From an optimization exercise on the open Yosys and OpenROAD flow, aimed at small area; shortcuts taken in it are not production practice. Only simulation tests tie the RTL to the original design; equivalence was not proved. Power figures rest on the tool's default switching activity, not on a simulated workload.

**flow/run.sh**
```bash
#!/bin/bash
# synth_recipe.tcl (not shown) runs the flow's synth.tcl, then flattens the netlist and writes it again
# the make line also repeats each setting of config.mk as NAME=value (left out here)
make -C /OpenROAD-flow-scripts/flow DESIGN_CONFIG=/design/flow/config.mk WORK_HOME=/design/flow/orfs CLKGATE_MAP_FILE= SYNTH_SCRIPT=/design/flow/synth_recipe.tcl finish
```
**flow/config.mk**
```make
export PLATFORM = sky130hd
export DESIGN_NAME = dht_engine
export DESIGN_NICKNAME = dht_engine
export VERILOG_FILES = /design/flow/design.v
export SDC_FILE = /design/flow/constraint.sdc
export NUM_CORES = 4
export LEC_CHECK = 0
export CAP_MARGIN = 20
export CORE_MARGIN = 2
export CORE_UTILIZATION = 40
export SLEW_MARGIN = 20
```
**flow/constraint.sdc**
```tcl
create_clock -name core_clock -period 12.0 [get_ports {clk}]
set_input_delay 2.4000 -clock core_clock [delete_from_list [all_inputs] [get_ports {clk}]]
set_output_delay 2.4000 -clock core_clock [all_outputs]
set_load 0.01 [all_outputs]
```
**flow/design.v**
```verilog
module dht_engine (
    input  wire        clk,
    input  wire        rst,           
    input  wire [31:0] ts,            
    input  wire        variant_sel,   
    input  wire        line_in,
    output wire        line_oe,
    output wire        line_out,
    output wire        prio_hint,
    output wire        done,
    input  wire        h_valid,
    input  wire        h_write,
    input  wire [7:0]  h_addr,
    input  wire [31:0] h_wdata,
    output reg  [31:0] h_rdata
);
    localparam integer CAP         = 41;
    localparam integer POLL_BUDGET = 3000;
    localparam integer T_START_US  = 10000;
    localparam [2:0] S_IDLE    = 3'b000,
                     S_DRV_OUT = 3'b001,
                     S_POLL    = 3'b010,
                     S_DONE    = 3'b011,
                     S_DRV_LOW = 3'b100,
                     S_HOLD    = 3'b101,
                     S_REL_IN  = 3'b110;
    reg  [2:0]  state;
    reg         variant;
    reg  [31:0] anchor;
    reg  [31:0] t0;
    reg  [11:0] iter;
    reg  [6:0]  k;           
    reg  [39:0] bits;        
    reg  [32*CAP-1:0] low_buf;     
    reg  [32*CAP-1:0] high_buf;    
    wire done_f = (state == S_DONE);
    wire busy   = (state != S_IDLE) && !done_f;
    wire dir    = state[2];
    wire prev   = k[0];
    assign line_oe   = dir;
    assign line_out  = 1'b0;
    assign prio_hint = busy;
    assign done      = done_f;
    wire start_acc = h_valid && h_write && (h_addr == 8'h00) && h_wdata[0] && !busy;
    wire [31:0] dur      = ts - anchor;             
    wire        poll     = (state == S_POLL);
    wire        edge_rec = poll && (line_in != prev);
    wire [5:0]  widx     = k[6:1];
    wire        last_hi  = edge_rec && (k == 7'd81);
    wire        iter_end = (iter >= POLL_BUDGET - 1);
    wire        bit_val  = (dur >= 32'd30);
    genvar gi;
    generate
        for (gi = 0; gi < CAP; gi = gi + 1) begin : g_buf
            wire we_l = edge_rec && !prev && (widx == gi);
            wire we_h = edge_rec &&  prev && (widx == gi);
            always @(posedge clk) begin
                low_buf[32*gi +: 32]  <= (low_buf[32*gi +: 32]  & {32{!we_l}}) | (dur & {32{we_l}});
                high_buf[32*gi +: 32] <= (high_buf[32*gi +: 32] & {32{!we_h}}) | (dur & {32{we_h}});
            end
        end
    endgenerate
    always @(posedge clk) begin
        if (edge_rec && prev)
            bits <= {bits[38:0], bit_val};
    end
    always @(posedge clk) begin
        if (rst) begin
            state   <= S_IDLE;
            variant <= variant_sel;
            anchor  <= 32'd0;
            t0      <= 32'd0;
            iter    <= 12'd0;
            k       <= 7'd0;
        end else begin
            case (state)
                S_IDLE, S_DONE: begin
                    if (start_acc) begin
                        iter  <= 12'd0;
                        k     <= 7'd0;
                        state <= S_DRV_OUT;
                    end
                end
                S_DRV_OUT: state <= S_DRV_LOW;
                S_DRV_LOW: begin
                    t0     <= ts;
                    anchor <= ts;
                    state  <= S_HOLD;
                end
                S_HOLD: begin
                    if (dur >= T_START_US)
                        state <= S_REL_IN;
                end
                S_REL_IN: begin
                    anchor <= ts;
                    state  <= S_POLL;
                end
                S_POLL: begin
                    if (edge_rec) begin
                        k      <= k + 7'd1;
                        anchor <= ts;
                    end
                    iter <= iter + 12'd1;
                    if (last_hi || iter_end)
                        state <= S_DONE;
                end
                default: state <= S_IDLE;
            endcase
        end
    end
    wire [5:0]  hcnt   = k[6:1];
    wire [6:0]  lcnt   = {1'b0, k[6:1]} + {6'd0, k[0]};
    wire        has40  = (hcnt >= 6'd40);
    wire        zfirst = (hcnt == 6'd40);
    wire        skip1  = (hcnt == 6'd41);
    wire [39:0] frame  = has40 ? {bits[39] & skip1, bits[38:0]} : 40'd0;
    wire [7:0]  b0 = frame[39:32];
    wire [7:0]  b1 = frame[31:24];
    wire [7:0]  b2 = frame[23:16];
    wire [7:0]  b3 = frame[15:8];
    wire [7:0]  b4 = frame[7:0];
    wire [7:0]  sum = b0 + b1 + b2 + b3;
    wire [1:0]  err = !done_f ? 2'd0 : !has40 ? 2'd1 : (sum != b4) ? 2'd2 : 2'd0;
    wire        ok  = done_f && (err == 2'd0);
    wire [15:0] hum10 = variant ? {b0, b1} : b0 * 16'd10;
    wire [15:0] mag10 = variant ? {1'b0, b2[6:0], b3} : b2 * 16'd10;
    wire signed [31:0] c10    = b2[7] ? -$signed({16'd0, mag10}) : $signed({16'd0, mag10});
    wire signed [31:0] temp_f = c10 * 32'sd18 + 32'sd3200;
    wire [31:0] temp = ok ? temp_f : 32'd0;
    wire [31:0] hum  = ok ? {16'd0, hum10} : 32'd0;
    wire [5:0] a_idx  = h_addr[5:0];
    wire       rd_low  = (h_addr[7:6] == 2'b01) && ({1'b0, a_idx} < lcnt);
    wire       rd_high = (h_addr[7:6] == 2'b10) && (a_idx < hcnt);
    reg  [31:0] buf_rd;
    integer i;
    always @(*) begin
        buf_rd = 32'd0;
        for (i = 0; i < CAP; i = i + 1) begin
            buf_rd = buf_rd
                   | (low_buf[32*i +: 32]  & {32{rd_low  && (a_idx == i)}})
                   | (high_buf[32*i +: 32] & {32{rd_high && (a_idx == i)}});
        end
    end
    reg [31:0] reg_rd;
    always @(*) begin
        case (h_addr)
            8'h01: reg_rd = {20'd0, done_f, 1'b0, done_f, done_f, 2'b00, err, 1'b0, ok, done_f, busy};
            8'h02: reg_rd = {31'd0, variant};
            8'h03: reg_rd = temp;
            8'h04: reg_rd = hum;
            8'h05: reg_rd = {b0, b1, b2, b3};
            8'h06: reg_rd = {16'd0, sum, b4};
            8'h07: reg_rd = {16'd0, 2'b00, hcnt, 1'b0, lcnt};
            8'h08: reg_rd = {20'd0, iter};
            8'h09: reg_rd = {12'd0, 1'b0, dir, prev, zfirst, 2'b00, has40, 1'b0, has40, 3'b000, 7'd0, skip1};
            8'h0A: reg_rd = anchor;
            8'h0B: reg_rd = t0;
            default: reg_rd = 32'd0;
        endcase
    end
    always @(*) h_rdata = buf_rd | reg_rd;
endmodule
```
==> results.py, run 1 <==
metrics = {
    "logic_synthesis": {
        "ys_types": 97,
        "synth.avg_cell_area_sq_um": 16.06,
        "yosys_most_used_dff": "edfxtp_1",
        "yosysTopAreaCellShare_pct": 74.51,
        "synthArstFlopShare_pct": 0,
        "ys_warn_count": 1,
        "synth.area.top_cells": "edfxtp_1 75%, a22oi_1 5.3%, a221oi_1 1.9%",
        "synth_area_sq_mm": 0.1074,
        "syn_inst": 6686,
        "synth_edf_count": 2665,
        "synth_largest_area_cell": "edfxtp_1",
        "synth_nets": 6914,
        "synth_seq_cells": 2751,
        "ys_seq_area_share_pct": 76.11,
    },
    "floorplan": {
        "start_util_pct": 40.16,
        "ios": 114,
        "row_count": 190,
        "coreArea_sq_mm": 0.2674,
        "die_h_microns": 522.2,
        "die-area_sq_mm": 0.2727,
        "fp.dieW_microns": 522.2,
    },
    "placement": {
        "dp_cells": 10348,
        "dp_slack_ns": 0.4918,
        "gp_congestion": 0.9770,
        "dpl.hpwl_microns": 272100,
        "io_buffer_count": 81,
    },
    "clocking": {
        "clock_latency_ns": 1.00,
        "cts-htree-levels": 5,
        "cts_buffer_depth": 4,
        "cts.clk_slew.worst_paths_ns": 0.07,
        "ctsRootBufferMaster": "clkbuf_16",
        "numCtsBuffers": 297,
        "cts.sinks": 2751,
        "cts_tree": "done",
        "hold_buffers": 0,
    },
    "sta": {
        "min_period_ns": 11.58,
        "hold_viol": 0,
        "rsz0062_at_grt": "no",
        "slew_violations": 0,
        "skew_ns": 0.1149,
        "slew_headroom_pct": 8.819,
        "clock.fmax_mhz": 86.35,
        "timing.final.ws_setup_ns": 0.4192,
        "worst_slew_pin_slew_ns": 1.368,
        "setup_viol": 0,
        "fin_crit_sh_pct": 96.51,
        "timing.hold.ws_ns": 0.4394,
    },
    "run_status": {
        "status": "timing/DRC/antenna clean",
    },
    "route": {
        "routedWlPerCell_microns": 42.44,
        "vias_per_cell": 6.900,
        "wl_microns": 461700,
        "num_vias": 75069,
        "drc_errors": 0,
        "drt_iter0_markers": 14735,
        "antenna_left": 0,
        "dr.pass1.iters": 9,
    },
    "worst_setup_path": {
        "worstPathCellList": "clkdlybuf4s50_1 -> nand2b_1 -> nor2_2 -> buf_4 -> a222oi_1 -> o22ai_1 -> a221oi_1 -> nand4_1 -> a2111oi_1 -> buf_4 -> nand4_1 -> nor4_2 -> buf_4 -> o211ai_1 -> clkdlybuf4s50_1",
        "worstPathBufferInverterCount": 5,
        "worstSetupStartpointType": "input port",
        "worstRegToRegCells": 14,
        "r2r-end": "bits[0]$_DFFE_PP_",
        "r2r-start": "anchor[0]$_SDFFE_PP0P_",
        "crit_family": "buffers and inverters",
        "reg2reg_slack_ns": 7.15,
        "path_class": "input port to output pin",
        "slowest_delay_ns": 1.13,
        "critical_path_arrival_ns": 9.18,
        "crit_fanout": 18,
        "cp_slowest_cell": "clkdlybuf4s50_1",
        "cp-end-kind": "output pin",
        "critPathMostFrequentCell": "buf_4",
        "critPathRequiredTime_ns": 9.60,
    },
    "power_and_ir_drop": {
        "vdd_drop_max_uv": 124.3,
        "p_leak_nw": 39.62,
        "power-per-cell-area_mw_per_mm2": 166.3,
    },
    "grt": {
        "gr-usage-met1_pct": 43.01,
        "grt.busiest_layer": "met2",
        "grt_pass1_wl_microns": 607600,
        "overflow": 0,
        "met3_usage_pct": 11.69,
        "use_met2_pct": 47.63,
        "grt_pass1_vias": 67940,
        "antenna_found_initial": 27,
        "grt.total_usage_pct": 33.12,
        "grt_max_degree": 89,
    },
    "min_path": {
        "hp-class": "register to register",
        "hold_depth": 0,
        "hold_end": "bits[14]$_DFFE_PP_",
        "min-delay-start": "bits[13]$_DFFE_PP_",
    },
    "layout": {
        "layout-area-overhead-vs-synth_pct": 16.86,
        "drive_gt1_share_pct": 14.60,
        "nets": 7326,
        "mostFrequentLayoutCell": "edfxtp_1",
        "most-common-layout-cells": "2665 x edfxtp_1, 756 x a22oi_1, 395 x nand2_1",
        "finalNonFillerCells": 10879,
        "nFillCells": 22583,
    },
    "run": {
        "drv_cap": 0,
    },
}
-- worst register-to-register path, stage by stage, from the launching register on --
cell       delay, ns
dfxtp_1         0.40
ha_1            0.24
inv_1           0.07
fa_4            0.48
a21o_1          0.20
a31o_1          0.27
a21o_1          0.23
a2111oi_2       0.36
a21oi_1         0.16
xor2_4          0.19
buf_4           0.38
or4_4           0.65
nor3_2          0.11
nand4_1         0.15
or4_1           0.63
-- metal layers --
layer  part of all wire [%]  routed length (microns)  up-vias
met1                     34                   158700    38351
li1                       -                        -    28339
met4                    7.5                    34410       12
met2                     42                   193400     7020
met3                     16                    75060     1347
met5                  0.020                       94        -
-- logic make-up after synthesis --
kind of cell | synth area share, %
xor+xnor | 0.8806
buf+inv | 1.589
compound gates | 13.30
mux | 0.09785
simple gates | 6.144
fa+ha+maj | 1.873
other cells | 0.003491
flops | 76.11
-- cell type report --
cell class	instances	area, sq um	share of cell area, %
sequential	2751	81750	65.13
clock buffer	351	7762	6.184
antenna	18	45.04	0.03588
inverter	87	327.8	0.2612
tap	3552	4444	3.541
clock inverter	159	1351	1.077
timing repair buffer	459	3822	3.045
multi-input combinational	3502	26020	20.73
-- power by group --
group          total, W  switching [W]  internal [W]
clock           0.00885        0.00376       0.00509
sequential       0.0110      0.0000112        0.0109
combinational   0.00107       0.000903      0.000166
-- worst max path at each step --
stage                      startpoint     endpoint  slack, ns  cells after the start
finish                      h_addr[2]  h_rdata[17]       0.42                     15
global route        k[6]$_SDFFE_PP0P_  h_rdata[29]       0.01                     30
CTS                 k[5]$_SDFFE_PP0P_  h_rdata[26]     -0.003                     30
detailed placement  k[5]$_SDFFE_PP0P_  h_rdata[29]       0.49                     30
global placement    k[5]$_SDFFE_PP0P_  h_rdata[29]       0.44                     30
floorplan           k[6]$_SDFFE_PP0P_  h_rdata[31]       2.46                     32
-- metrics by stage --
stage | total power, W | instance area [sq um] | TNS, ns | util, %
global placement | 0.01214 | 116100 | 0 | 43.41
floorplan | 0.01162 | 107400 | 0 | -
detailed placement | 0.01218 | 116100 | 0 | 43.43
finish | 0.02088 | 125500 | 0 | 46.94
global route | 0.02123 | 125500 | 0 | 46.92
CTS | 0.02080 | 125300 | -0.003299 | 46.85
-- Yosys cell counts, types with 12 or more instances --
library cell,count
or3_1,19
a221o_1,14
nor3_1,70
o21ai_0,92
clkbuf_1,254
nor4_1,50
a221oi_1,237
nor2_1,303
xnor2_1,64
inv_1,87
a31oi_1,16
dfxtp_1,86
and2_1,37
a22o_1,191
nand2b_1,21
a21o_1,38
nand4_1,147
nand3_1,186
ha_1,132
a211oi_1,58
buf_1,44
fa_1,18
edfxtp_1,2665
a222oi_1,94
or4_1,16
buf_2,44
o21a_1,21
or2_2,12
xor2_1,37
o22ai_1,21
nand2_1,397
a21oi_1,194
nor2b_1,17
and3_1,36
a22oi_1,756
o211ai_1,25
-- what timing repair did --
item | in CTS | in global routing
pin swaps | 0 | 2
setup endpoints to repair | 6 | 16
setup buffers | 0 | 0
gates resized for setup | 7 | 24
==> run 2, diff against run 1 <==
--- a/flow/design.v
+++ b/flow/design.v
@@ -49,14 +49,16 @@
     wire        last_hi  = edge_rec && (k == 7'd81);
     wire        iter_end = (iter >= POLL_BUDGET - 1);
     wire        bit_val  = (dur >= 32'd30);
+    wire buf_clr = rst || start_acc;
+    wire buf_wr  = edge_rec && !rst;
     genvar gi;
     generate
         for (gi = 0; gi < CAP; gi = gi + 1) begin : g_buf
-            wire we_l = edge_rec && !prev && (widx == gi);
-            wire we_h = edge_rec &&  prev && (widx == gi);
+            wire we_l = buf_wr && !prev && (widx == gi);
+            wire we_h = buf_wr &&  prev && (widx == gi);
             always @(posedge clk) begin
-                low_buf[32*gi +: 32]  <= (low_buf[32*gi +: 32]  & {32{!we_l}}) | (dur & {32{we_l}});
-                high_buf[32*gi +: 32] <= (high_buf[32*gi +: 32] & {32{!we_h}}) | (dur & {32{we_h}});
+                low_buf[32*gi +: 32]  <= (low_buf[32*gi +: 32]  & {32{!buf_clr}}) | (dur & {32{we_l}});
+                high_buf[32*gi +: 32] <= (high_buf[32*gi +: 32] & {32{!buf_clr}}) | (dur & {32{we_h}});
             end
         end
     endgenerate
@@ -122,25 +124,41 @@
     wire [7:0]  sum = b0 + b1 + b2 + b3;
     wire [1:0]  err = !done_f ? 2'd0 : !has40 ? 2'd1 : (sum != b4) ? 2'd2 : 2'd0;
     wire        ok  = done_f && (err == 2'd0);
-    wire [15:0] hum10 = variant ? {b0, b1} : b0 * 16'd10;
-    wire [15:0] mag10 = variant ? {1'b0, b2[6:0], b3} : b2 * 16'd10;
-    wire signed [31:0] c10    = b2[7] ? -$signed({16'd0, mag10}) : $signed({16'd0, mag10});
-    wire signed [31:0] temp_f = c10 * 32'sd18 + 32'sd3200;
+    wire [10:0] b0x5  = {b0, 2'b00} + {3'b000, b0};
+    wire [15:0] hum10 = variant ? {b0, b1} : {4'd0, b0x5, 1'b0};
+    wire [10:0] b2x5  = {b2, 2'b00} + {3'b000, b2};
+    wire [14:0] mag   = variant ? {b2[6:0], b3} : {3'd0, b2x5, 1'b0};
+    wire [18:0] m9    = {1'b0, mag, 3'b000} + {4'd0, mag};
+    wire        neg   = b2[7];
+    wire [19:0] t2    = 20'd1600 + ({1'b0, m9} ^ {20{neg}}) + {19'd0, neg};
+    wire [31:0] temp_f = {{11{t2[19]}}, t2, 1'b0};
     wire [31:0] temp = ok ? temp_f : 32'd0;
     wire [31:0] hum  = ok ? {16'd0, hum10} : 32'd0;
     wire [5:0] a_idx  = h_addr[5:0];
-    wire       rd_low  = (h_addr[7:6] == 2'b01) && ({1'b0, a_idx} < lcnt);
-    wire       rd_high = (h_addr[7:6] == 2'b10) && (a_idx < hcnt);
-    reg  [31:0] buf_rd;
-    integer i;
-    always @(*) begin
-        buf_rd = 32'd0;
-        for (i = 0; i < CAP; i = i + 1) begin
-            buf_rd = buf_rd
-                   | (low_buf[32*i +: 32]  & {32{rd_low  && (a_idx == i)}})
-                   | (high_buf[32*i +: 32] & {32{rd_high && (a_idx == i)}});
+    wire       rd_low  = (h_addr[7:6] == 2'b01);
+    wire       rd_high = (h_addr[7:6] == 2'b10);
+    wire [81:0] sel;
+    genvar si, bi, gg;
+    generate
+        for (si = 0; si < CAP; si = si + 1) begin : g_sel
+            assign sel[si]       = rd_low  && (a_idx == si);
+            assign sel[CAP + si] = rd_high && (a_idx == si);
         end
-    end
+    endgenerate
+    wire [2*32*CAP-1:0] ent = {high_buf, low_buf};
+    wire [31:0] buf_rd;
+    generate
+        for (bi = 0; bi < 32; bi = bi + 1) begin : g_rb
+            wire [27:0] t;
+            for (gg = 0; gg < 27; gg = gg + 1) begin : g_t
+                assign t[gg] = ~((ent[32*(3*gg)   + bi] & sel[3*gg])
+                               | (ent[32*(3*gg+1) + bi] & sel[3*gg+1])
+                               | (ent[32*(3*gg+2) + bi] & sel[3*gg+2]));
+            end
+            assign t[27] = ~(ent[32*81 + bi] & sel[81]);
+            assign buf_rd[bi] = ~&t;
+        end
+    endgenerate
     reg [31:0] reg_rd;
     always @(*) begin
         case (h_addr)
==> flow/flow/run.sh (new file) <==
#!/bin/bash
# Own layout flow: the standard flow (standard.sh) with
#  - synthesis using an area-oriented abc script (flow/abc_area.script),
#  - CTS with clkbuf_8 clock buffers, sink clusters of at most 12 within
#    50 um, and no dummy loads,
#  - a denser floorplan.
set -euo pipefail
export FLOW_WORK=$(pwd)
export FLOW_ABC_SCRIPT=$FLOW_WORK/flow/abc_area.script
bash standard.sh SYNTH_SCRIPT=$FLOW_WORK/flow/synth_wrap.tcl synth > synth.log 2>&1
bash standard.sh SYNTH_SCRIPT=$FLOW_WORK/flow/synth_wrap.tcl \
  CORE_UTILIZATION=50 \
  "CTS_ARGS=-sink_clustering_enable -repair_clock_nets -dont_use_dummy_load -buf_list sky130_fd_sc_hd__clkbuf_8 -sink_clustering_size 12 -sink_clustering_max_diameter 50" \
  finish > layout.log 2>&1
==> flow/flow/abc_area.script (new file) <==
&get -n
&st
&dch
&nf -a -R 1000
&put
==> flow/flow/synth_wrap.tcl (new file) <==
# Standard synthesis (synth_recipe.tcl), with abc given an area-oriented
# mapping script in place of ORFS's speed script. Registers are mapped by
# dfflibmap before abc runs, so they are the standard synthesis's.
proc abc {args} {
  set i [lsearch -exact $args -script]
  if {$i >= 0} { lset args [expr {$i + 1}] $::env(FLOW_ABC_SCRIPT) }
  puts "abc (flow script): $args"
  yosys abc {*}$args
}
source $::env(FLOW_WORK)/synth_recipe.tcl
==> flow/standard.sh (new file) <==
#!/bin/bash
# synth_recipe.tcl (not shown) runs the flow's synth.tcl, then flattens the netlist and writes it again
# the make line also repeats each setting of config.mk as NAME=value (left out here)
make -C /OpenROAD-flow-scripts/flow DESIGN_CONFIG=/design/flow/config.mk WORK_HOME=/design/flow/orfs CLKGATE_MAP_FILE= SYNTH_SCRIPT=/design/flow/synth_recipe.tcl "${@:-finish}"
removed: flow/run.sh
==> run 2 against run 1 <==
Net effect: power is 5.1% lower; utilization is 9.8 points higher; count of clock-buffer cells in the layout is 50 lower; final cell count is 5.6% higher; die area is 27% lower; sequential share of layout area is 15 points lower; critical path depth is 6 higher.
==> results.py, run 2 <==
metrics = {
    "route": {
        "num_vias": 85001,
        "drt_iter0_markers": 14851,
        "antenna_left": 0,
        "vias_per_cell": 7.402,
        "routedWlPerCell_microns": 34.86,
        "wl_microns": 400300,
        "drc_errors": 0,
        "dr.pass1.iters": 10,
    },
    "run": {
        "drv_cap": 0,
    },
    "power_and_ir_drop": {
        "power-per-cell-area_mw_per_mm2": 179.7,
        "vdd_drop_max_uv": 295.4,
        "p_leak_nw": 39.52,
    },
    "worst_setup_path": {
        "worstRegToRegCells": 22,
        "worstPathCellList": "o21a_2 -> nand2_1 -> fa_1 -> fa_1 -> clkinv_1 -> ha_1 -> clkinv_1 -> fa_1 -> o21ai_0 -> a21o_1 -> a21oi_1 -> xnor2_1 -> xnor2_1 -> xnor2_1 -> o211ai_1 -> or3_1 -> nor2_1 -> nand4_1 -> buf_4 -> o2111ai_1 -> clkdlybuf4s50_1",
        "critPathRequiredTime_ns": 9.60,
        "critical_path_arrival_ns": 8.64,
        "slowest_delay_ns": 0.70,
        "cp_slowest_cell": "clkdlybuf4s50_1",
        "crit_fanout": 38,
        "startpoint": "k[6]$_SDFFE_PP0P_",
        "worstSetupStartpointType": "register",
        "path_class": "register to output pin",
        "cp-end-kind": "output pin",
        "r2r-start": "anchor[2]$_SDFFE_PP0P_",
    },
    "clocking": {
        "cts.clk_slew.worst_paths_ns": 0.08,
        "numCtsBuffers": 301,
        "clock_latency_ns": 1.09,
        "cts_buffer_depth": 4,
        "post-cts-setup-buffer-count": 0,
        "hold_buffers": 0,
        "ctsRootBufferMaster": "clkbuf_8",
        "cts_resized": 0,
        "cts_tree": "done",
        "cts.sinks": 2751,
        "cts-htree-levels": 5,
    },
    "floorplan": {
        "die-area_sq_mm": 0.1985,
        "start_util_pct": 50.14,
        "coreArea_sq_mm": 0.1944,
        "fp.dieW_microns": 445.5,
        "die_h_microns": 445.5,
        "ios": 114,
        "row_count": 162,
    },
    "logic_synthesis": {
        "yosys_most_used_dff": "dfxtp_1",
        "ys_seq_area_share_pct": 56.92,
        "synth.area.top_cells": "dfxtp_1 56%, a22o_1 22%, a222oi_1 8.7%",
        "synth.avg_cell_area_sq_um": 11.81,
        "ys_warn_count": 1,
        "synth_nets": 8411,
        "ys_types": 57,
        "synth_common_cells": "2710 x dfxtp_1, 2480 x a22o_1, 850 x a222oi_1, 484 x nand2_1, 415 x nor2_1",
        "syn_inst": 8254,
        "synth_seq_cells": 2751,
        "synth_largest_area_cell": "dfxtp_1",
        "synth_area_sq_mm": 0.09747,
        "synth.most_common_cell": "dfxtp_1",
        "synthArstFlopShare_pct": 0,
        "synth_edf_count": 41,
        "yosysTopAreaCellShare_pct": 55.66,
    },
    "layout": {
        "nets": 9084,
        "most-common-layout-cells": "2710 x dfxtp_1, 2480 x a22o_1, 850 x a222oi_1",
        "drive_gt1_share_pct": 9.176,
        "layout-area-overhead-vs-synth_pct": 13.11,
        "mostFrequentLayoutCell": "dfxtp_1",
        "stdcell_area_sq_mm": 0.1102,
        "biggestRegsByFlops": "high_buf (1312), low_buf (1312), bits (40)",
    },
    "placement": {
        "gp_congestion": 1.002,
        "io_buffer_count": 81,
        "postPlaceCellArea_sq_mm": 0.1056,
        "dpl.hpwl_microns": 244900,
    },
    "grt": {
        "antenna_found_initial": 24,
        "grt.total_usage_pct": 38.71,
        "gr-usage-met1_pct": 51.03,
        "met3_usage_pct": 7.544,
        "grt_pass1_wl_microns": 570100,
        "use_met2_pct": 58.00,
        "grt_max_degree": 264,
        "overflow": 0,
        "grt.busiest_layer": "met2",
        "grt_pass1_vias": 79796,
    },
    "sta": {
        "rsz0062_at_grt": "no",
        "hold_viol": 0,
        "setup_viol": 0,
        "skew_ns": 0.08982,
        "slew_violations": 0,
        "slew_headroom_pct": 5.602,
        "worst_slew_pin_slew_ns": 1.405,
        "clock.fmax_mhz": 90.62,
        "min_period_ns": 11.04,
        "fin_crit_sh_pct": 91.96,
        "setup_tns_ns": 0,
    },
    "min_path": {
        "hold_depth": 0,
        "hp-class": "register to register",
        "min-delay-start": "bits[35]$_DFFE_PP_",
    },
    "run_status": {
        "status": "timing/DRC/antenna clean",
    },
}
## run 2: changes by cell type in the layout (fill, tap and decap cells not counted), moves of 120 or more
cell / previous run / this run
clkbuf_16: 303 / 0
o21ai_0: 90 / 212
nand3_1: 183 / 63
a222oi_1: 94 / 850
dfxtp_1: 85 / 2710
a221oi_1: 237 / 10
edfxtp_1: 2665 / 41
a22o_1: 191 / 2480
a22oi_1: 756 / 26
clkbuf_8: 0 / 301
## run 2: cells by family after synthesis
logic type	Yosys count	synth area share (%)
and+or+nand+nor	1421	6.646
DFF	2751	56.92
xor gates and xnor gates	102	0.9166
AOI/OAI and AO/OA	3837	34.12
other	1	0.003847
adders and majority gates	79	1.145
buffers and inverters	63	0.2465
## run 2: layout make-up
type	count	area (sq um)
fillers	16506	84140
flip-flops and latches	2751	55480
multi-input cells	5440	43590
clock buffers	301	4143
repair buffers	371	3573
well taps	2542	3181
inverters	62	232.7
diodes	16	40.04
## run 2: power breakdown
part	total [W]	switching (W)	internal (W)	leakage, nW
combinational	0.00512	0.00435	0.000776	15.2
sequential	0.00932	0.0000739	0.00925	22.2
clock	0.00537	0.00313	0.00224	2.16
## run 2: final timing paths
path,end,slack [ns]
min,bits[36]$_DFFE_PP_,0.40
min reg2reg,bits[36]$_DFFE_PP_,0.40
max,h_rdata[30],0.96
max reg2reg,state[0]$_SDFFE_PP0P_,4.71
## run 2: critical path: cells and delay by family, from the launching register on
family          cells  cell delay, ns
fa+ha+maj           4            1.71
simple gates        4            1.86
xor+xnor            3            0.68
compound gates      6            1.76
buf+inv             4            1.13
flops               1            0.33
## run 2: stage by stage
| stage | util, % | setup WS [ns] | hold WS (ns) | std cells | power [W] |
|---|---|---|---|---|---|
| floorplan | - | -20.60 | 0.4190 | 8254 | 0.01199 |
| global placement | 54.23 | 1.878 | 0.4253 | 11141 | 0.01433 |
| detailed placement | 54.31 | 1.874 | 0.4332 | 11147 | 0.01446 |
| CTS | 56.44 | 1.013 | 0.4018 | 11448 | 0.01967 |
| global route | 56.71 | 0.7717 | 0.4250 | 11477 | 0.02037 |
| finish | 56.72 | 0.9649 | 0.4034 | 11483 | 0.01981 |
## run 2: metal layers
| layer | part of all wire, % | routed length, microns | vias to the layer above |
|---|---|---|---|
| met5 | 0.024 | 96 | - |
| met4 | 7.3 | 29180 | 12 |
| met3 | 11 | 42180 | 1057 |
| met2 | 43 | 172600 | 5153 |
| met1 | 39 | 156300 | 42603 |
| li1 | - | - | 36176 |
==> run 3, diff against run 2 <==
==> flow/flow/run.sh (replaced) <==
#!/bin/bash
# Own layout flow: the standard flow (standard.sh) with
#  - synthesis using an area-oriented abc script (flow/abc_area.script),
#  - CTS with clkbuf_4 clock buffers, sink clusters of at most 8 within
#    40 um, and no dummy loads,
#  - a denser floorplan and placement.
set -euo pipefail
export FLOW_WORK=$(pwd)
export FLOW_ABC_SCRIPT=$FLOW_WORK/flow/abc_area.script
bash standard.sh SYNTH_SCRIPT=$FLOW_WORK/flow/synth_wrap.tcl synth > synth.log 2>&1
bash standard.sh SYNTH_SCRIPT=$FLOW_WORK/flow/synth_wrap.tcl \
  CORE_UTILIZATION=50 PLACE_DENSITY=0.70 \
  "CTS_ARGS=-sink_clustering_enable -repair_clock_nets -dont_use_dummy_load -buf_list sky130_fd_sc_hd__clkbuf_4 -sink_clustering_size 8 -sink_clustering_max_diameter 40" \
  finish > layout.log 2>&1
==> run 3 against run 2 <==
Net effect: sequential power is essentially flat; clock skew rose by 0.084 ns; register-to-register slack got worse by 0.06 ns; count of clock-buffer cells in the layout rose by 125; combinational power down 3%; worst hold slack gained 0.0080 ns; power decreased by 4.0%; synthesized area unchanged; via count up 0.44%; critical path type unchanged; critical endpoint is now h_rdata[7]; largest power group unchanged.
==> results.py, run 3 <==
metrics = {
    "min_path": {
        "hp-class": "register to register",
    },
    "route": {
        "routedWlPerCell_microns": 32.90,
        "drt_iter0_markers": 14668,
        "num_vias": 85371,
        "wl_microns": 380100,
        "drc_errors": 0,
        "antenna_left": 0,
        "dr.pass1.iters": 13,
        "vias_per_cell": 7.390,
    },
    "worst_setup_path": {
        "critPathRequiredTime_ns": 9.60,
        "crit_fanout": 42,
        "worstRegToRegCells": 21,
        "critical_path_arrival_ns": 8.97,
        "worstSetupStartpointType": "register",
        "r2r-start": "anchor[2]$_SDFFE_PP0P_",
        "cp-end-kind": "output pin",
        "r2r-end": "state[0]$_SDFFE_PP0P_",
        "reg2reg_slack_ns": 4.65,
        "endpoint": "h_rdata[7]",
        "path_class": "register to output pin",
        "startpoint": "k[6]$_SDFFE_PP0P_",
    },
    "placement": {
        "io_buffer_count": 81,
        "gp_congestion": 0.9895,
        "dpl.hpwl_microns": 229600,
    },
    "clocking": {
        "cts.clk_slew.worst_paths_ns": 0.10,
        "cts.sinks": 2751,
        "cts_tree": "done",
        "clock_latency_ns": 1.54,
        "ctsRootBufferMaster": "clkbuf_4",
        "cts-htree-levels": 5,
        "hold_buffers": 0,
        "cts_buffer_depth": 4,
        "numCtsBuffers": 426,
    },
    "grt": {
        "grt_pass1_wl_microns": 547600,
        "grt_max_degree": 261,
        "use_met2_pct": 55.04,
        "grt.busiest_layer": "met2",
        "overflow": 0,
        "met3_usage_pct": 8.546,
        "gr-usage-met1_pct": 46.84,
        "grt.total_usage_pct": 36.61,
        "antenna_found_initial": 20,
        "grt_pass1_vias": 81266,
    },
    "logic_synthesis": {
        "ys_warn_count": 1,
        "synth_largest_area_cell": "dfxtp_1",
        "synth_nets": 8411,
        "ys_types": 57,
        "synthArstFlopShare_pct": 0,
        "synth_common_cells": "2710 x dfxtp_1, 2480 x a22o_1, 850 x a222oi_1, 484 x nand2_1, 415 x nor2_1",
        "synth_seq_cells": 2751,
        "synth_edf_count": 41,
        "syn_inst": 8254,
        "synth.avg_cell_area_sq_um": 11.81,
        "yosysTopAreaCellShare_pct": 55.66,
        "yosys_most_used_dff": "dfxtp_1",
        "synth_area_sq_mm": 0.09747,
        "synth.area.top_cells": "dfxtp_1 56%, a22o_1 22%, a222oi_1 8.7%",
        "synth.most_common_cell": "dfxtp_1",
        "ys_seq_area_share_pct": 56.92,
    },
    "layout": {
        "mostFrequentLayoutCell": "dfxtp_1",
        "most-common-layout-cells": "2710 x dfxtp_1, 2480 x a22o_1, 850 x a222oi_1",
        "drive_gt1_share_pct": 9.906,
        "layout-area-overhead-vs-synth_pct": 11.57,
        "nets": 9154,
        "biggestRegsByFlops": "high_buf (1312), low_buf (1312), bits (40)",
        "nFillCells": 16447,
    },
    "sta": {
        "min_period_ns": 11.37,
        "skew_ns": 0.1736,
        "slew_headroom_pct": 12.05,
        "clock.fmax_mhz": 87.97,
        "rsz0062_at_grt": "no",
        "setup_viol": 0,
        "worst_slew_pin_slew_ns": 1.308,
        "fin_crit_sh_pct": 94.73,
        "setup_tns_ns": 0,
        "hold_viol": 0,
        "slew_violations": 0,
    },
    "floorplan": {
        "coreArea_sq_mm": 0.1944,
        "row_count": 162,
        "die_h_microns": 445.5,
        "ios": 114,
        "start_util_pct": 50.14,
        "die-area_sq_mm": 0.1985,
        "fp.dieW_microns": 445.5,
    },
    "power_and_ir_drop": {
        "p_leak_nw": 39.01,
        "vdd_drop_max_uv": 373.2,
        "power_w": 0.01902,
        "power-per-cell-area_mw_per_mm2": 174.9,
    },
    "run_status": {
        "status": "timing/DRC/antenna clean",
    },
    "run": {
        "drv_cap": 0,
    },
}
==> run 3: cell counts after synthesis <==
Identical to the previous run, type by type.
==> run 3: metal layers <==
metal | vias to the layer above | part of all wire, %
met5 | - | 0.022
met4 | 14 | 7.5
met2 | 5573 | 43
met1 | 42249 | 37
li1 | 36477 | -
met3 | 1058 | 12
==> run 3: worst min-delay path by stage <==
stage | from | to | slack, ns | cells after the start
global route | bits[15]$_DFFE_PP_ | bits[16]$_DFFE_PP_ | 0.43 | 0
floorplan | bits[32]$_DFFE_PP_ | bits[33]$_DFFE_PP_ | 0.42 | 0
CTS | bits[15]$_DFFE_PP_ | bits[16]$_DFFE_PP_ | 0.40 | 0
detailed placement | bits[34]$_DFFE_PP_ | bits[35]$_DFFE_PP_ | 0.43 | 0
global placement | bits[34]$_DFFE_PP_ | bits[35]$_DFFE_PP_ | 0.43 | 0
finish | bits[15]$_DFFE_PP_ | bits[16]$_DFFE_PP_ | 0.41 | 0
==> run 3: kinds of logic after synthesis <==
group           Yosys count  synth area share [%]
compound gates         3837                 34.12
fa+ha+maj                79                 1.145
other cells               1              0.003847
buf+inv                  63                0.2465
simple gates           1421                 6.646
flops                  2751                 56.92
xor+xnor                102                0.9166
==> run 3: area by class of cell <==
cell class              instances  area, sq um  area share, %
flip-flops and latches       2751        55480          51.02
inverters                      62        232.7         0.2140
repair buffers                316         3050          2.805
clock buffers                 426         3198          2.941
multi-input cells            5440        43560          40.06
well taps                    2542         3181          2.925
diodes                         16        40.04        0.03682
==> run 3: stage by stage <==
step / instance area, sq um / hold WS [ns] / instances / utilization [%] / setup WS, ns
after floorplan: 97500 / 0.4190 / 8254 / - / -20.60
after global placement: 105000 / 0.4315 / 11092 / 54.00 / 1.478
final: 108700 / 0.4114 / 11553 / 55.95 / 0.6323
after detailed placement: 105000 / 0.4343 / 11092 / 54.02 / 1.548
after CTS: 108200 / 0.4031 / 11520 / 55.67 / 0.4892
after global routing: 108700 / 0.4323 / 11551 / 55.94 / 0.2064
==> run 3: power by group <==
part | switching, W | total, W | internal [W]
Sequential | 0.0000787 | 0.00932 | 0.00925
Combinational | 0.00422 | 0.00499 | 0.000763
Clock | 0.00309 | 0.00471 | 0.00162
==> run 3: what timing repair did <==
item | in CTS | in global routing
resized for setup | 0 | 1
setup buffers | 2 | 0
setup endpoints to repair | 11 | 1
pin swaps | 0 | 0
==> run 3: critical path, stage by stage, from the launching register on <==
cell and delay [ns]:
dfxtp_1 0.69, o21a_4 0.53, buf_4 0.31, nand2_1 0.17, fa_1 0.61, fa_1 0.43
clkinv_1 0.06, ha_1 0.16, clkinv_1 0.10, fa_1 0.47, o21ai_0 0.31, a21o_1 0.17
a21oi_1 0.07, xnor2_1 0.14, xnor2_1 0.39, xnor2_1 0.17, o211ai_1 0.14, or3_1 0.57
o311ai_0 1.06, clkdlybuf4s50_1 0.83
==> run 4, diff against run 3 <==
==> flow/flow/run.sh (replaced) <==
#!/bin/bash
# Own layout flow: the standard flow (standard.sh) with
#  - synthesis using an area-oriented abc script (flow/abc_area.script),
#  - buf_2 port buffers,
#  - repair aiming 10% below the slew and capacitance limits,
#  - CTS with clkbuf_4 clock buffers, sink clusters of at most 8 within
#    40 um, and no dummy loads,
#  - a denser floorplan and placement.
set -euo pipefail
export FLOW_WORK=$(pwd)
export FLOW_ABC_SCRIPT=$FLOW_WORK/flow/abc_area.script
bash standard.sh SYNTH_SCRIPT=$FLOW_WORK/flow/synth_wrap.tcl synth > synth.log 2>&1
bash standard.sh SYNTH_SCRIPT=$FLOW_WORK/flow/synth_wrap.tcl \
  CORE_UTILIZATION=50 PLACE_DENSITY=0.70 CAP_MARGIN=10 SLEW_MARGIN=10 \
  "BUFFER_PORTS_ARGS=-buffer_cell sky130_fd_sc_hd__buf_2" \
  "CTS_ARGS=-sink_clustering_enable -repair_clock_nets -dont_use_dummy_load -buf_list sky130_fd_sc_hd__clkbuf_4 -sink_clustering_size 8 -sink_clustering_max_diameter 40" \
  finish > layout.log 2>&1
==> run 4 against run 3 <==
Net effect: synthesized cell count did not move; non-clock buffer count shrank 30; critical path depth is 2 higher; clock skew up 0.048 ns; fmax grew 3.3%; utilization decreased by 0.53 points; combinational power is 2% lower; synthesized area unchanged; highest routed layer unchanged.
==> results.py, run 4 <==
metrics = {
    "worst_setup_path": {
        "crit_fanout": 39,
        "path_class": "register to output pin",
        "critPathRequiredTime_ns": 9.60,
        "worstSetupStartpointType": "register",
        "startpoint": "k[6]$_SDFFE_PP0P_",
        "endpoint": "h_rdata[31]",
        "critical_path_arrival_ns": 8.60,
        "r2r-start": "anchor[2]$_SDFFE_PP0P_",
        "worstRegToRegCells": 21,
        "r2r-end": "state[1]$_SDFFE_PP0P_",
        "reg2reg_slack_ns": 4.61,
        "cp-end-kind": "output pin",
    },
    "logic_synthesis": {
        "synth_edf_count": 41,
        "synth.area.top_cells": "dfxtp_1 56%, a22o_1 22%, a222oi_1 8.7%",
        "ys_types": 57,
        "synth_largest_area_cell": "dfxtp_1",
        "yosys_most_used_dff": "dfxtp_1",
        "synth.most_common_cell": "dfxtp_1",
        "synth_area_sq_mm": 0.09747,
        "syn_inst": 8254,
        "synthArstFlopShare_pct": 0,
        "synth.avg_cell_area_sq_um": 11.81,
        "yosysTopAreaCellShare_pct": 55.66,
        "ys_seq_area_share_pct": 56.92,
        "synth_common_cells": "2710 x dfxtp_1, 2480 x a22o_1, 850 x a222oi_1, 484 x nand2_1, 415 x nor2_1",
        "synth_nets": 8411,
        "ys_warn_count": 1,
        "synth_seq_cells": 2751,
    },
    "run": {
        "drv_cap": 0,
    },
    "power_and_ir_drop": {
        "power_w": 0.01891,
        "p_leak_nw": 38.78,
        "vdd_drop_max_uv": 284.8,
        "power-per-cell-area_mw_per_mm2": 175.6,
    },
    "floorplan": {
        "row_count": 162,
        "start_util_pct": 50.14,
        "die-area_sq_mm": 0.1985,
        "coreArea_sq_mm": 0.1944,
        "die_h_microns": 445.5,
        "fp.dieW_microns": 445.5,
        "ios": 114,
    },
    "sta": {
        "min_period_ns": 11.00,
        "hold_viol": 0,
        "rsz0062_at_grt": "no",
        "clock.fmax_mhz": 90.91,
        "setup_viol": 0,
        "fin_crit_sh_pct": 91.66,
        "worst_slew_pin_slew_ns": 1.392,
        "timing.final.ws_setup_ns": 1.000,
        "skew_ns": 0.2214,
        "slew_headroom_pct": 6.486,
        "slew_violations": 0,
        "setup_tns_ns": 0,
    },
    "clocking": {
        "cts.sinks": 2751,
        "numCtsBuffers": 427,
        "cts-htree-levels": 5,
        "ctsRootBufferMaster": "clkbuf_4",
        "cts_tree": "done",
        "cts.clk_slew.worst_paths_ns": 0.09,
        "cts_resized": 0,
        "cts_buffer_depth": 4,
        "clock_latency_ns": 1.50,
    },
    "layout": {
        "layout-area-overhead-vs-synth_pct": 10.51,
        "mostFrequentLayoutCell": "dfxtp_1",
        "stdcell_area_sq_mm": 0.1077,
        "nFillCells": 16414,
        "nets": 9125,
        "drive_gt1_share_pct": 10.43,
        "biggestRegsByFlops": "high_buf (1312), low_buf (1312), bits (40)",
        "multi_input_area_sq_mm": 0.04353,
        "regArea_sq_mm": 0.05548,
        "most-common-layout-cells": "2710 x dfxtp_1, 2480 x a22o_1, 850 x a222oi_1",
    },
    "grt": {
        "grt_max_degree": 270,
        "grt_pass1_vias": 82112,
        "grt_pass1_wl_microns": 544600,
        "antenna_found_initial": 25,
        "grt.total_usage_pct": 36.30,
        "overflow": 0,
    },
    "route": {
        "routedWlPerCell_microns": 32.60,
        "num_vias": 86084,
        "antenna_left": 0,
        "vias_per_cell": 7.466,
        "wl_microns": 375900,
        "drt_iter0_markers": 16107,
        "drc_errors": 0,
        "dr.pass1.iters": 10,
    },
    "run_status": {
        "status": "timing/DRC/antenna clean",
    },
    "placement": {
        "gp_congestion": 1.024,
        "io_buffer_count": 81,
        "postPlaceCellArea_sq_mm": 0.1044,
        "dpl.hpwl_microns": 219400,
        "dp_slack_ns": 1.885,
    },
    "min_path": {
        "hp-class": "register to register",
    },
}
[run 4: worst min path at each step]
stage / start / end / slack [ns] / cells past startpoint
2_1_floorplan: bits[32]$_DFFE_PP_ / bits[33]$_DFFE_PP_ / 0.42 / 0
3_3_place_gp: bits[32]$_DFFE_PP_ / bits[33]$_DFFE_PP_ / 0.42 / 0
3_5_place_dp: bits[1]$_DFFE_PP_ / bits[2]$_DFFE_PP_ / 0.43 / 0
4_1_cts: bits[28]$_DFFE_PP_ / bits[29]$_DFFE_PP_ / 0.44 / 0
5_1_grt: bits[6]$_DFFE_PP_ / bits[7]$_DFFE_PP_ / 0.45 / 0
6_report: bits[6]$_DFFE_PP_ / bits[7]$_DFFE_PP_ / 0.43 / 0
[run 4: what timing repair did]
action                     CTS  global route
hold endpoints to repair     0             0
setup buffers                0             2
setup endpoints to repair    0             5
hold buffers                 0             0
[run 4: power breakdown]
| part | total (W) | switching, W | internal [W] |
|---|---|---|---|
| Clock | 0.00470 | 0.00308 | 0.00162 |
| Sequential | 0.00933 | 0.0000798 | 0.00925 |
| Combinational | 0.00488 | 0.00419 | 0.000692 |
| Total | 0.0189 | 0.00735 | 0.0116 |
[run 4: area by class of cell]
| class | instances | area share [%] |
|---|---|---|
| diodes | 22 | 0.05111 |
| clock buffers | 427 | 2.976 |
| inverters | 62 | 0.2161 |
| multi-input cells | 5440 | 40.41 |
| flip-flops and latches | 2751 | 51.51 |
| well taps | 2542 | 2.953 |
| repair buffers | 286 | 1.889 |
[run 4: routing by layer]
layer	up-vias	wire (microns)	GRT usage (%)
met2	5953	160200	53.22
met4	10	30870	27.01
li1	36460	-	-
met1	42425	138100	46.26
met3	1236	46740	8.990
met5	-	66	0
[run 4: cells by family after synthesis]
kind of cell,share of synthesized area [%]
compound gates,34.12
flops,56.92
simple gates,6.646
xor+xnor,0.9166
fa+ha+maj,1.145
buf+inv,0.2465
other cells,0.003847
[run 4: critical path, stage by stage (launching register included)]
cell,delay [ns]
dfxtp_1,0.35
o21a_2,0.66
buf_4,0.37
nand2_1,0.30
fa_1,0.59
fa_1,0.51
clkinv_1,0.06
ha_1,0.33
a21oi_1,0.13
o21ai_0,0.14
a21o_1,0.21
a21oi_1,0.17
xnor2_1,0.10
xnor2_1,0.39
xnor2_1,0.18
o211ai_1,0.22
or3_1,0.58
nor2_1,0.55
nand4_1,0.16
buf_4,0.24
o2111ai_1,0.51
buf_2,0.28
[run 4: per-stage QoR]
| step | std cells | hold WS (ns) | utilization, % |
|---|---|---|---|
| 2_1_floorplan | 8254 | 0.4190 | - |
| 3_3_place_gp | 11078 | 0.4216 | 53.72 |
| 3_5_place_dp | 11078 | 0.4327 | 53.72 |
| 4_1_cts | 11505 | 0.4355 | 55.37 |
| 5_1_grt | 11520 | 0.4512 | 55.40 |
| 6_report | 11530 | 0.4316 | 55.41 |

-- port drivers added, routing unchanged --
The flow's constraints put no driver on any port. The routed layouts listed below were extracted and timed again, unchanged, in two steps.
Step 1 assumes that a clkbuf_16 drives the clock port and a buf_2 every other input.
Step 2 adds t to the input delays and takes it off the output delays; t is the mean of the earliest and latest rising clock arrival at the registers after step 1. Input paths then give back, and output paths get back, about the clock's delay inside the block.
Three values: ideal, step 1, step 2; two values: the first two.
run | t (ns) | setup WS [ns] | clock arrival spread, ns
run 1 | 1.030 | 0.419 / 0.395 / 0.395 | 0.136 / 0.136
run 2 | 1.139 | 0.965 / 0.870 / 1.606 | 0.095 / 0.095
run 3 | 1.542 | 0.632 / 0.547 / 1.640 | 0.174 / 0.174
run 4 | 1.481 | 1.000 / 0.906 / 2.387 | 0.222 / 0.222
After both steps every run listed still meets setup and hold. For run 1, which loses most, drivers alone change the setup slack by -0.024 ns; drivers and shift together by -0.024 ns.
